What follows belongs to an exercise in optimizing a design on an open flow for small area, a short achievable clock period and few clock cycles; a production flow would make more cautious choices.
Function was checked by simulation only, so behaviour that the tests miss may differ from the original.
Power is estimated from default activity; no workload was simulated.

$ cat run.sh
#!/bin/bash
# synth_recipe.tcl (not shown) runs the flow's synth.tcl, then flattens the netlist and writes it again
# the make line also repeats each setting of config.mk as NAME=value (left out here)
make -C /OpenROAD-flow-scripts/flow DESIGN_CONFIG=/design/flow/config.mk WORK_HOME=/design/flow/orfs CLKGATE_MAP_FILE= SYNTH_SCRIPT=/design/flow/synth_recipe.tcl finish
$ cat config.mk
export PLATFORM = sky130hd
export DESIGN_NAME = dab_fv
export DESIGN_NICKNAME = dab_fv
export VERILOG_FILES = /design/flow/design.v
export SDC_FILE = /design/flow/constraint.sdc
export NUM_CORES = 4
export LEC_CHECK = 0
export CAP_MARGIN = 30
export CELL_PAD_IN_SITES_DETAIL_PLACEMENT = 1
export CELL_PAD_IN_SITES_GLOBAL_PLACEMENT = 2
export CORE_MARGIN = 2
export CORE_UTILIZATION = 20
export PLACE_DENSITY = 0.45
export SLEW_MARGIN = 40
$ cat constraint.sdc
create_clock -name core_clock -period 12.0 [get_ports {clk}]
set_input_delay 2.4000 -clock core_clock [delete_from_list [all_inputs] [get_ports {clk}]]
set_output_delay 2.4000 -clock core_clock [all_outputs]
set_load 0.01 [all_outputs]
$ cat design.v
module dab_fv (
    input  wire        clk,
    input  wire        rst,           
    input  wire        req_valid,
    output wire        req_ready,
    input  wire [31:0] req_cw,
    input  wire [63:0] req_opa,
    input  wire [63:0] req_opb,
    output reg         rsp_valid,
    output reg  [3:0]  rsp_status,
    output reg  [63:0] rsp_res
);
    localparam CAP_BITS = 512;
    localparam NSUBCH   = 8;
    localparam ST_OK         = 4'd0;
    localparam ST_OVERFLOW   = 4'd1;
    localparam ST_UNDERFLOW  = 4'd2;
    localparam ST_RANGE      = 4'd3;
    localparam ST_LENMISM    = 4'd4;
    localparam ST_ILL_CMD    = 4'd8;
    localparam ST_ILL_OPND   = 4'd9;
    localparam ST_ILL_STATE  = 4'd10;
    localparam F_AWAIT = 2'd0;
    localparam F_FIBC  = 2'd1;
    localparam F_FRAME = 2'd2;
    localparam S_IDLE  = 3'd0;
    localparam S_EXEC  = 3'd1;
    localparam S_CRC   = 3'd2;
    localparam S_FIN   = 3'd3;
    localparam S_LATCH = 3'd4;
    localparam K_COMP   = 2'd0;
    localparam K_VERIFY = 2'd1;
    localparam K_FIB    = 2'd2;
    localparam K_MSC    = 2'd3;
    reg [CAP_BITS-1:0] bb;
    reg [9:0]  bbwr, bbrd;
    reg        vwvalid;
    reg [9:0]  vwbase, vwlen, vwrd;
    reg [2:0]  fibcount;
    reg [1:0]  fstate;
    reg [2:0]  fibn;
    reg [255:0] hold;                  
    reg [255:0] fibmem [0:3];
    reg [3:0]  fibvalid;
    reg        framevalid;
    reg [NSUBCH-1:0] sc_cfgd;
    reg [NSUBCH-1:0] sc_hc;
    reg [9:0]  sc_plen [0:NSUBCH-1];   
    reg        msc_present;
    reg [2:0]  msc_subch;
    reg [9:0]  msc_base, msc_len;
    reg        msc_hascrc, msc_valid;
    reg [2:0]  state;
    reg [31:0] cw;
    reg [63:0] opa, opb;
    reg [15:0] crc;
    reg [9:0]  ptr;         
    reg [6:0]  nbytes;      
    reg [4:0]  fib_idx;     
    reg [1:0]  kind;
    reg [1:0]  lcnt;        
    assign req_ready = (state == S_IDLE);
    function [15:0] crc_byte;
        input [15:0] c;
        input [7:0]  b;
        integer k;
        reg [15:0] r;
        begin
            r = c;
            for (k = 7; k >= 0; k = k - 1) begin
                if (r[15] ^ b[k]) r = {r[14:0], 1'b0} ^ 16'h1021;
                else              r = {r[14:0], 1'b0};
            end
            crc_byte = r;
        end
    endfunction
    wire [7:0] imm8  = cw[7:0];
    wire       tgt   = cw[23];
    wire [1:0] fidx  = cw[9:8];
    wire [4:0] foff  = cw[4:0];
    wire       hcbit = cw[8];
    wire is_rdsr   = (cw & 32'hFFFFFF00) == 32'h01000000;
    wire is_write  = (cw & 32'hFFFFFF00) == 32'h10000000;
    wire is_read   = (cw & 32'hFF7FFF00) == 32'h11000000;
    wire is_peek   = (cw & 32'hFF7FFF00) == 32'h12000000;
    wire is_rem    = (cw & 32'hFF7FFFFF) == 32'h13000000;
    wire is_bbrst  = cw == 32'h14000000;
    wire is_slice  = cw == 32'h15000000;
    wire is_ccomp  = cw == 32'h20000000;
    wire is_cver   = (cw & 32'hFFFF0000) == 32'h21000000;
    wire is_ficcfg = (cw & 32'hFFFFFF00) == 32'h30000000;
    wire is_ficnew = cw == 32'h31000000;
    wire is_latch  = cw == 32'h32000000;
    wire is_commit = cw == 32'h33000000;
    wire is_fibrd  = (cw & 32'hFFFFFCE0) == 32'h34000000;
    wire is_msccfg = (cw & 32'hFFFFFE00) == 32'h38000000;
    wire is_mscp   = (cw & 32'hFFFFFF00) == 32'h39000000;
    wire [64:0] range_end = {1'b0, opa} + {1'b0, opb};
    wire        range_bad = range_end > {55'd0, bbwr};
    wire width_bad = (imm8 == 8'd0) || (imm8 > 8'd64);
    wire [10:0] bb_rd_end = {1'b0, bbrd} + {3'b0, imm8};
    wire [10:0] vw_rd_end = {1'b0, vwrd} + {3'b0, imm8};
    wire        bb_rd_under = bb_rd_end > {1'b0, bbwr};
    wire        vw_rd_under = vw_rd_end > {1'b0, vwlen};
    wire [10:0] bb_wr_end = {1'b0, bbwr} + {3'b0, imm8};
    wire [2:0]  sid    = imm8[2:0];
    wire        sid_ok = imm8 < NSUBCH;
    wire [9:0]  p_len  = sc_plen[sid];
    wire        p_hc   = sc_hc[sid];
    wire [10:0] p_end  = {1'b0, p_len} + 11'd16;
    reg  [9:0]   rd_addr;
    wire [2:0]   rd_widx = rd_addr[8:6];
    wire [63:0]  rd_w0   = bb[CAP_BITS-1 - {rd_widx, 6'd0} -: 64];
    wire [63:0]  rd_w1   = (rd_widx == 3'd7) ? 64'd0
                                             : bb[CAP_BITS-1 - {rd_widx + 3'd1, 6'd0} -: 64];
    wire [127:0] rd_win  = {rd_w0, rd_w1} << rd_addr[5:0];
    wire [63:0]  rd_word = rd_win[127:64];
    always @(*) begin
        case (state)
            S_CRC, S_FIN: rd_addr = ptr;
            S_LATCH:      rd_addr = bbrd + {2'd0, lcnt, 6'd0};
            default:      rd_addr = tgt ? (vwbase + vwrd) : bbrd;
        endcase
    end
    wire [6:0]  rsh      = 7'd64 - imm8[6:0];
    wire [63:0] rd_value = rd_word >> rsh;
    wire [63:0]  wr_val_al  = opa << rsh;                  
    wire [63:0]  wr_mask_al = {64{1'b1}} << rsh;
    wire [2:0]   wr_widx    = bbwr[8:6];
    wire [127:0] wr_dwin    = {wr_val_al,  64'd0} >> bbwr[5:0];
    wire [127:0] wr_mwin    = {wr_mask_al, 64'd0} >> bbwr[5:0];
    reg  [CAP_BITS-1:0] wr_data, wr_mask;
    integer wk;
    always @(*) begin
        wr_data = {CAP_BITS{1'b0}};
        wr_mask = {CAP_BITS{1'b0}};
        for (wk = 0; wk < 8; wk = wk + 1) begin
            if (wk == {29'd0, wr_widx}) begin
                wr_data[CAP_BITS-1 - 64*wk -: 64] = wr_dwin[127:64];
                wr_mask[CAP_BITS-1 - 64*wk -: 64] = wr_mwin[127:64];
            end else if (wk == {29'd0, wr_widx} + 1) begin
                wr_data[CAP_BITS-1 - 64*wk -: 64] = wr_dwin[63:0];
                wr_mask[CAP_BITS-1 - 64*wk -: 64] = wr_mwin[63:0];
            end
        end
    end
    reg [63:0] sr_value;
    always @(*) begin
        case (imm8[3:0])
            4'd0:  sr_value = CAP_BITS;
            4'd1:  sr_value = {54'd0, bbwr};
            4'd2:  sr_value = {54'd0, bbrd};
            4'd3:  sr_value = {63'd0, vwvalid};
            4'd4:  sr_value = {54'd0, vwbase};
            4'd5:  sr_value = {54'd0, vwlen};
            4'd6:  sr_value = {54'd0, vwrd};
            4'd7:  sr_value = {61'd0, fibcount};
            4'd8:  sr_value = {54'd0, framevalid, fibvalid, fibn, fstate};
            4'd9:  sr_value = {48'd0, 5'd0, msc_subch, 5'd0, msc_valid, msc_hascrc, msc_present};
            4'd10: sr_value = {54'd0, msc_base};
            4'd11: sr_value = {54'd0, msc_len};
            default: sr_value = 64'd0;
        endcase
    end
    wire [7:0] hold_byte = hold[255 - {fib_idx, 3'b0} -: 8];
    wire [7:0] crc_in    = (kind == K_FIB) ? hold_byte : rd_word[63:56];
    wire [15:0] crc_next = crc_byte(crc, crc_in);
    wire [15:0] hold_crc = hold[15:0];
    integer i;
    always @(posedge clk) begin
        rsp_valid <= 1'b0;
        if (rst) begin
            state       <= S_IDLE;
            bbwr        <= 10'd0;
            bbrd        <= 10'd0;
            vwvalid     <= 1'b0;
            vwbase      <= 10'd0;
            vwlen       <= 10'd0;
            vwrd        <= 10'd0;
            fibcount    <= 3'd0;
            fstate      <= F_AWAIT;
            fibn        <= 3'd0;
            fibvalid    <= 4'd0;
            framevalid  <= 1'b1;
            sc_cfgd     <= {NSUBCH{1'b0}};
            sc_hc       <= {NSUBCH{1'b0}};
            for (i = 0; i < NSUBCH; i = i + 1)
                sc_plen[i] <= 10'd0;
            msc_present <= 1'b0;
            msc_subch   <= 3'd0;
            msc_base    <= 10'd0;
            msc_len     <= 10'd0;
            msc_hascrc  <= 1'b0;
            msc_valid   <= 1'b0;
        end else begin
            case (state)
            S_IDLE: begin
                if (req_valid) begin
                    cw    <= req_cw;
                    opa   <= req_opa;
                    opb   <= req_opb;
                    state <= S_EXEC;
                end
            end
            S_EXEC: begin
                state      <= S_IDLE;
                rsp_valid  <= 1'b1;
                rsp_status <= ST_OK;
                rsp_res    <= 64'd0;
                if (is_rdsr) begin
                    if (imm8 > 8'd11) rsp_status <= ST_ILL_OPND;
                    else              rsp_res    <= sr_value;
                end else if (is_write) begin
                    if (width_bad)                        rsp_status <= ST_ILL_OPND;
                    else if (bb_wr_end > CAP_BITS)        rsp_status <= ST_OVERFLOW;
                    else begin
                        bb   <= (bb & ~wr_mask) | (wr_data & wr_mask);
                        bbwr <= bb_wr_end[9:0];
                    end
                end else if (is_read || is_peek) begin
                    if (width_bad)                        rsp_status <= ST_ILL_OPND;
                    else if (tgt && !vwvalid)             rsp_status <= ST_ILL_STATE;
                    else if (!tgt && bb_rd_under)         rsp_status <= ST_UNDERFLOW;
                    else if (tgt && vw_rd_under)          rsp_status <= ST_UNDERFLOW;
                    else begin
                        rsp_res <= rd_value;
                        if (is_read) begin
                            if (tgt) vwrd <= vw_rd_end[9:0];
                            else     bbrd <= bb_rd_end[9:0];
                        end
                    end
                end else if (is_rem) begin
                    if (tgt && !vwvalid) rsp_status <= ST_ILL_STATE;
                    else if (tgt)        rsp_res    <= {54'd0, vwlen - vwrd};
                    else                 rsp_res    <= {54'd0, bbwr - bbrd};
                end else if (is_bbrst) begin
                    bbwr        <= 10'd0;
                    bbrd        <= 10'd0;
                    vwvalid     <= 1'b0;
                    vwbase      <= 10'd0;
                    vwlen       <= 10'd0;
                    vwrd        <= 10'd0;
                    msc_present <= 1'b0;
                    msc_subch   <= 3'd0;
                    msc_base    <= 10'd0;
                    msc_len     <= 10'd0;
                    msc_hascrc  <= 1'b0;
                    msc_valid   <= 1'b0;
                end else if (is_slice) begin
                    if (range_bad) rsp_status <= ST_RANGE;
                    else begin
                        vwvalid <= 1'b1;
                        vwbase  <= opa[9:0];
                        vwlen   <= opb[9:0];
                        vwrd    <= 10'd0;
                    end
                end else if (is_ccomp || is_cver) begin
                    if (opb[2:0] != 3'd0)  rsp_status <= ST_ILL_OPND;
                    else if (range_bad)    rsp_status <= ST_RANGE;
                    else begin
                        rsp_valid <= 1'b0;
                        crc    <= 16'hFFFF;
                        ptr    <= opa[9:0];
                        nbytes <= opb[9:3];
                        kind   <= is_ccomp ? K_COMP : K_VERIFY;
                        state  <= (opb[9:3] == 7'd0) ? S_FIN : S_CRC;
                    end
                end else if (is_ficcfg) begin
                    if (imm8 != 8'd3 && imm8 != 8'd4)          rsp_status <= ST_ILL_OPND;
                    else if (fstate != F_AWAIT || fibn != 3'd0) rsp_status <= ST_ILL_STATE;
                    else fibcount <= imm8[2:0];
                end else if (is_ficnew) begin
                    fstate     <= F_AWAIT;
                    fibn       <= 3'd0;
                    fibvalid   <= 4'd0;
                    framevalid <= 1'b1;
                end else if (is_latch) begin
                    if (fibcount == 3'd0)                 rsp_status <= ST_ILL_STATE;
                    else if (fstate != F_AWAIT)           rsp_status <= ST_ILL_STATE;
                    else if (bbwr - bbrd < 10'd256)       rsp_status <= ST_UNDERFLOW;
                    else begin
                        rsp_valid <= 1'b0;
                        lcnt  <= 2'd0;
                        state <= S_LATCH;
                    end
                end else if (is_commit) begin
                    if (fstate != F_FIBC) rsp_status <= ST_ILL_STATE;
                    else begin
                        rsp_valid <= 1'b0;
                        crc     <= 16'hFFFF;
                        fib_idx <= 5'd0;
                        nbytes  <= 7'd30;
                        kind    <= K_FIB;
                        state   <= S_CRC;
                    end
                end else if (is_fibrd) begin
                    if ({1'b0, fidx} >= fibn) rsp_status <= ST_ILL_STATE;
                    else rsp_res <= {56'd0, fibmem[fidx][255 - {foff, 3'b0} -: 8]};
                end else if (is_msccfg) begin
                    if (!sid_ok)                          rsp_status <= ST_ILL_OPND;
                    else if (hcbit && opa[2:0] != 3'd0)   rsp_status <= ST_ILL_OPND;
                    else begin
                        sc_cfgd[sid] <= 1'b1;
                        sc_hc[sid]   <= hcbit;
                        sc_plen[sid] <= (opa > 64'd1023) ? 10'd1023 : opa[9:0];
                    end
                end else if (is_mscp) begin
                    if (!sid_ok)                          rsp_status <= ST_ILL_OPND;
                    else if (!sc_cfgd[sid])               rsp_status <= ST_ILL_STATE;
                    else if (!vwvalid)                    rsp_status <= ST_ILL_STATE;
                    else if (vwlen < p_len)               rsp_status <= ST_LENMISM;
                    else if (!p_hc || {1'b0, vwlen} < p_end) begin
                        msc_present <= 1'b1;
                        msc_subch   <= sid;
                        msc_base    <= vwbase;
                        msc_len     <= p_len;
                        msc_hascrc  <= p_hc;
                        msc_valid   <= !p_hc;
                        rsp_res     <= {63'd0, !p_hc};
                    end else begin
                        rsp_valid <= 1'b0;
                        crc    <= 16'hFFFF;
                        ptr    <= vwbase;
                        nbytes <= p_len[9:3];
                        kind   <= K_MSC;
                        state  <= (p_len[9:3] == 7'd0) ? S_FIN : S_CRC;
                    end
                end else begin
                    rsp_status <= ST_ILL_CMD;
                end
            end
            S_CRC: begin
                crc     <= crc_next;
                ptr     <= ptr + 10'd8;
                fib_idx <= fib_idx + 5'd1;
                nbytes  <= nbytes - 7'd1;
                if (nbytes == 7'd1) state <= S_FIN;
            end
            S_FIN: begin
                state      <= S_IDLE;
                rsp_valid  <= 1'b1;
                rsp_status <= ST_OK;
                case (kind)
                    K_COMP:   rsp_res <= {48'd0, crc};
                    K_VERIFY: rsp_res <= {63'd0, crc == cw[15:0]};
                    K_FIB: begin
                        rsp_res          <= {63'd0, crc == hold_crc};
                        fibmem[fibn[1:0]] <= hold;
                        fibvalid[fibn[1:0]] <= (crc == hold_crc);
                        framevalid       <= framevalid & (crc == hold_crc);
                        fibn             <= fibn + 3'd1;
                        fstate           <= (fibn + 3'd1 < fibcount) ? F_AWAIT : F_FRAME;
                    end
                    K_MSC: begin
                        rsp_res     <= {63'd0, crc == rd_word[63:48]};
                        msc_present <= 1'b1;
                        msc_subch   <= sid;
                        msc_base    <= vwbase;
                        msc_len     <= p_len;
                        msc_hascrc  <= 1'b1;
                        msc_valid   <= (crc == rd_word[63:48]);
                    end
                endcase
            end
            S_LATCH: begin
                hold[255 - {lcnt, 6'd0} -: 64] <= rd_word;
                lcnt <= lcnt + 2'd1;
                if (lcnt == 2'd3) begin
                    bbrd       <= bbrd + 10'd256;
                    fstate     <= F_FIBC;
                    state      <= S_IDLE;
                    rsp_valid  <= 1'b1;
                    rsp_status <= ST_OK;
                    rsp_res    <= 64'd0;
                end
            end
            default: state <= S_IDLE;
            endcase
        end
    end
endmodule
==> notes.md <==
* 1st-pass router iterations at 5
* Asr flop ratio synth at 0%
* Final wirelength at 968 mm
* Number of buffers inserted to repair setup after CTS at 0
* Area Overhead vs Synth at 18.2%
* Initial core utilization at 20.1%
* Mean cell area of the mapped netlist at 10.4 sq um
* Worst Clk Skew at 0.148 ns
* Worst-margin pin slew at 1.02 ns
* Number of pins with negative max-slew slack in the final report at 0
* Via total after detailed routing at 134k
* Weighted congestion at the end of routability-driven global placement at 0.955
* Initial antenna violation count at 72
* Critical path's slowest cell: sky130_fd_sc_hd__a211oi_1
* Number of buffers created by CTS at 292
* Path type of the worst min-delay path: flip-flop to flip-flop
* Core area at 727000 sq um
* Crit-path most repeated cell: sky130_fd_sc_hd__mux2i_1
* Starting DRC count in detailed routing at 15.8k
* Crit end category: flip-flop
* Multi-input logic area at 74700 sq um
* Netlist Area Pre-Place at 146000 sq um
* Reported max-cap violation count at 0
* Insertion delay of the later-clocked pin in the worst-skew pair at 1.06 ns
* RSZ-0062 raised after global routing: no
* Cts repair resizes at 0
* Cells after Synth at 14.0k
* Clock sinks at 2256
* Post-route fraction of the period consumed by the critical path at 87.9%
* Largest net degree at the start of global routing at 103
* Floorplan die height at 859 um
* Number of standard cells in the final layout excluding fillers at 23.8k
* Antenna viol nets, final at 0
* Clock tree from TritonCTS: done
* Slowest cell delay on critical path at 0.80 ns
* IR Drop Worst-Case VDD at 114 uV
* Final net count at 14.3k
* Power density normalized to cell area at 158 nW/um^2
* Highest attainable clock frequency at 94.8 MHz
* Crit path time final at 10.55 ns
* Most instantiated flip-flop cell in the synthesis netlist: sky130_fd_sc_hd__edfxtp_1
* Library cell used as clock root buffer: sky130_fd_sc_hd__clkbuf_16
* Largest fanout of any net on the critical path at 40
* Post-synthesis register bit count at 2256
* Critical path start-end classification: flip-flop to flip-flop
* Share of layout cells above drive strength 1 at 16.5%
* Vias in the first global route at 132k
* Net count after synthesis at 14.4k
* Vias per cell at 5.61
* Total global routing overflow at 0
* Number of enable flip-flop cells after synthesis at 2141
* Clock-pin slew reported for the worst setup and hold paths after clock tree synthesis at 0.05 ns
* Number of cells in the design after placement at 23.2k
* Routed length per placed instance at 40.6 um
* Count of endpoints failing setup in the final report at 0
* Slew HR at 31.6%
* Number of remaining DRC errors at 0
* Gr usage total at 25.2%
* Count of distinct cell types in the synthesized netlist at 128
* Final Hold Fails at 0
* CTS Hold Buffers Added at 0
* Total negative slack at 0 ns
* Fill cells at 81.4k
* Yosys warns at 1
* Result of the run: no timing/DRC/antenna violations
* Number of H-tree levels at 5
* Reg area at 66600 sq um
* Sequential fraction of the synthesis area at 45.6%
* Number of buffers between clock root and the deepest sink at 4
* Post-route cell area at 173000 sq um
* Data required, critical path at 12.80 ns
* First-pass GRT wire length at 1290 mm
* Die outline width at 859 um
* Startpoint type of the worst setup path: flip-flop
* Total Die Area at 738000 sq um
* Number of I/O port buffers at 232
* Cell area reported after detailed placement at 163000 sq um
* Io pins at 233
* Crit path DAT at 11.34 ns
* Detailed placement HPWL at 717 mm
* Leakage Power at 56.7 nW
* Row count at 313
worst paths after layout:
| path | from | endpoint | slack [ns] | depth (start not counted) |
|---|---|---|---|---|
| max | state[2] | rsp_res[20] | 1.45 | 26 |
| max reg2reg | state[2] | rsp_res[20] | 1.45 | 26 |
| min reg2reg | sc_cfgd[2] | sc_cfgd[2] | 0.45 | 2 |
| min | sc_cfgd[2] | sc_cfgd[2] | 0.45 | 2 |
power by group:
group          internal (mW)  switching, mW  total, mW
Sequential              8.62          0.146       8.76
Combinational           2.77           6.97       9.74
Clock                   4.88           3.86       8.74
synth_stat cells, drive strengths merged (65+ instances only):
| master | number | area [sq um] |
|---|---|---|
| o22ai | 1105 | 6930 |
| nand3 | 293 | 1490 |
| clkbuf | 887 | 3330 |
| a31oi | 232 | 1480 |
| edfxtp | 2141 | 64300 |
| nand4 | 122 | 763 |
| o21a | 68 | 510 |
| xnor2 | 113 | 990 |
| o21ai | 583 | 2930 |
| or2 | 65 | 407 |
| o31ai | 109 | 837 |
| ha | 192 | 2400 |
| mux2 | 181 | 2040 |
| nor2 | 1210 | 4560 |
| o22a | 135 | 1180 |
| o211ai | 171 | 1290 |
| and3 | 81 | 512 |
| a21oi | 686 | 3430 |
| nand2 | 1180 | 4430 |
| nor3 | 262 | 1330 |
| nand2b | 76 | 475 |
| a22o | 121 | 1060 |
| mux4 | 508 | 11400 |
| nor4 | 230 | 1480 |
| and2 | 97 | 607 |
| xor2 | 68 | 596 |
| mux2i | 594 | 5950 |
| a22oi | 147 | 1120 |
| a211oi | 205 | 1590 |
| inv | 360 | 1350 |
| a221oi | 77 | 742 |
| dfxtp | 115 | 2300 |
| buf | 452 | 2470 |
| a21o | 127 | 953 |
cells in the final DEF (no fill, tap or decap), types with 122 or more instances in the layout:
cell type / count
sky130_fd_sc_hd__buf_4: 658
sky130_fd_sc_hd__nand3_1: 285
sky130_fd_sc_hd__nor2_1: 1173
sky130_fd_sc_hd__mux2i_1: 552
sky130_fd_sc_hd__a21o_1: 126
sky130_fd_sc_hd__ha_1: 182
sky130_fd_sc_hd__inv_1: 346
sky130_fd_sc_hd__nor3_1: 239
sky130_fd_sc_hd__a21oi_1: 660
sky130_fd_sc_hd__clkdlybuf4s50_1: 231
sky130_fd_sc_hd__a22oi_1: 137
sky130_fd_sc_hd__o22ai_1: 1090
sky130_fd_sc_hd__nor4_1: 197
sky130_fd_sc_hd__nand2_1: 1145
sky130_fd_sc_hd__clkbuf_16: 295
sky130_fd_sc_hd__edfxtp_1: 2141
sky130_fd_sc_hd__mux4_2: 508
sky130_fd_sc_hd__nand4_1: 122
sky130_fd_sc_hd__o211ai_1: 169
sky130_fd_sc_hd__o21ai_0: 503
sky130_fd_sc_hd__a31oi_1: 224
sky130_fd_sc_hd__mux2_2: 180
sky130_fd_sc_hd__a211oi_1: 178
sky130_fd_sc_hd__o22a_1: 135
critical path, delay by kind of cell, from the launching register on:
family | cells | cell delay, ns
AO/OA/AOI/OAI | 8 | 4.20
buffers and inverters | 5 | 1.33
multiplexers | 6 | 1.74
AND/OR/NAND/NOR | 6 | 1.88
adder cells (fa/ha/maj) | 1 | 0.51
flip-flops | 1 | 0.56
routing by layer:
| layer | share of wire (%) | routed length (um) | GRT usage (%) | vias to the layer above |
|---|---|---|---|---|
| li1 | - | - | - | 55358 |
| met1 | 44 | 425000 | 34.3 | 70862 |
| met2 | 44 | 422000 | 38.7 | 5916 |
| met3 | 6.5 | 62900 | 4.01 | 1437 |
| met4 | 6.0 | 58200 | 12.3 | 20 |
| met5 | 0.016 | 154 | 0 | - |
kinds of logic (layout without fill, tap and decap cells):
kind of cell             after synthesis  after routing  share of synthesized area [%]
adder cells (fa/ha/maj)              200            200                           1.75
AND/OR/NAND/NOR                     3833           3833                           12.0
multiplexers                        1283           1283                           13.3
buffers and inverters               1705           1872                           4.91
flip-flops                          2256           2256                           45.6
XOR/XNOR                             181            181                           1.08
AO/OA/AOI/OAI                       4543           4543                           21.4
other                                  0             37                              0
cell type report:
cell class,instances,area share (%)
diodes,37,0.0536
clock buffers,371,4.45
clock inverters,147,0.804
inverters,366,0.820
multi-input cells,10040,43.2
flip-flops and latches,2256,38.6
well taps,9607,6.96
repair buffers,988,5.09
through the flow:
step	worst slack [ns]	total power, mW	hold WS (ns)	util (%)
after CTS	1.57	27.2	0.447	23.7
after global routing	1.34	27.8	0.476	23.7
after floorplan	1.88	13.3	0.422	-
after detailed placement	1.53	18.4	0.438	22.4
after global placement	0.164	18.3	0.435	22.2
final	1.45	27.2	0.447	23.7
Testbench counts, summed over its fixed seeds: cycles 20,952.

[what the ideal ports hide]
No port has a modelled driver above. Below, the same layout with a new extraction and two added sets of constraints.
Step 1 sets driving cells, clkbuf_16 on the clock port and buf_2 on the other inputs (assumed; they add their load-dependent delay and slew).
Step 2 adds t to the input delays and takes it off the output delays; t is the mean of the earliest and latest rising clock arrival at the registers after step 1. Input paths then give back, and output paths get back, about the clock's delay inside the block.
Three values: ideal, step 1, step 2; two values: the first two.
t, ns: 1.131
slack for setup (ns): 1.453 / 1.453 / 1.453
slew at the worst register clock pin (ns): 0.09 / 0.09
worst data-port slew with drivers (ns): 0.08
After both steps this run still meets setup and hold. The setup slack of this run moves by 0.000 ns with the drivers and by 0.000 ns with both steps.
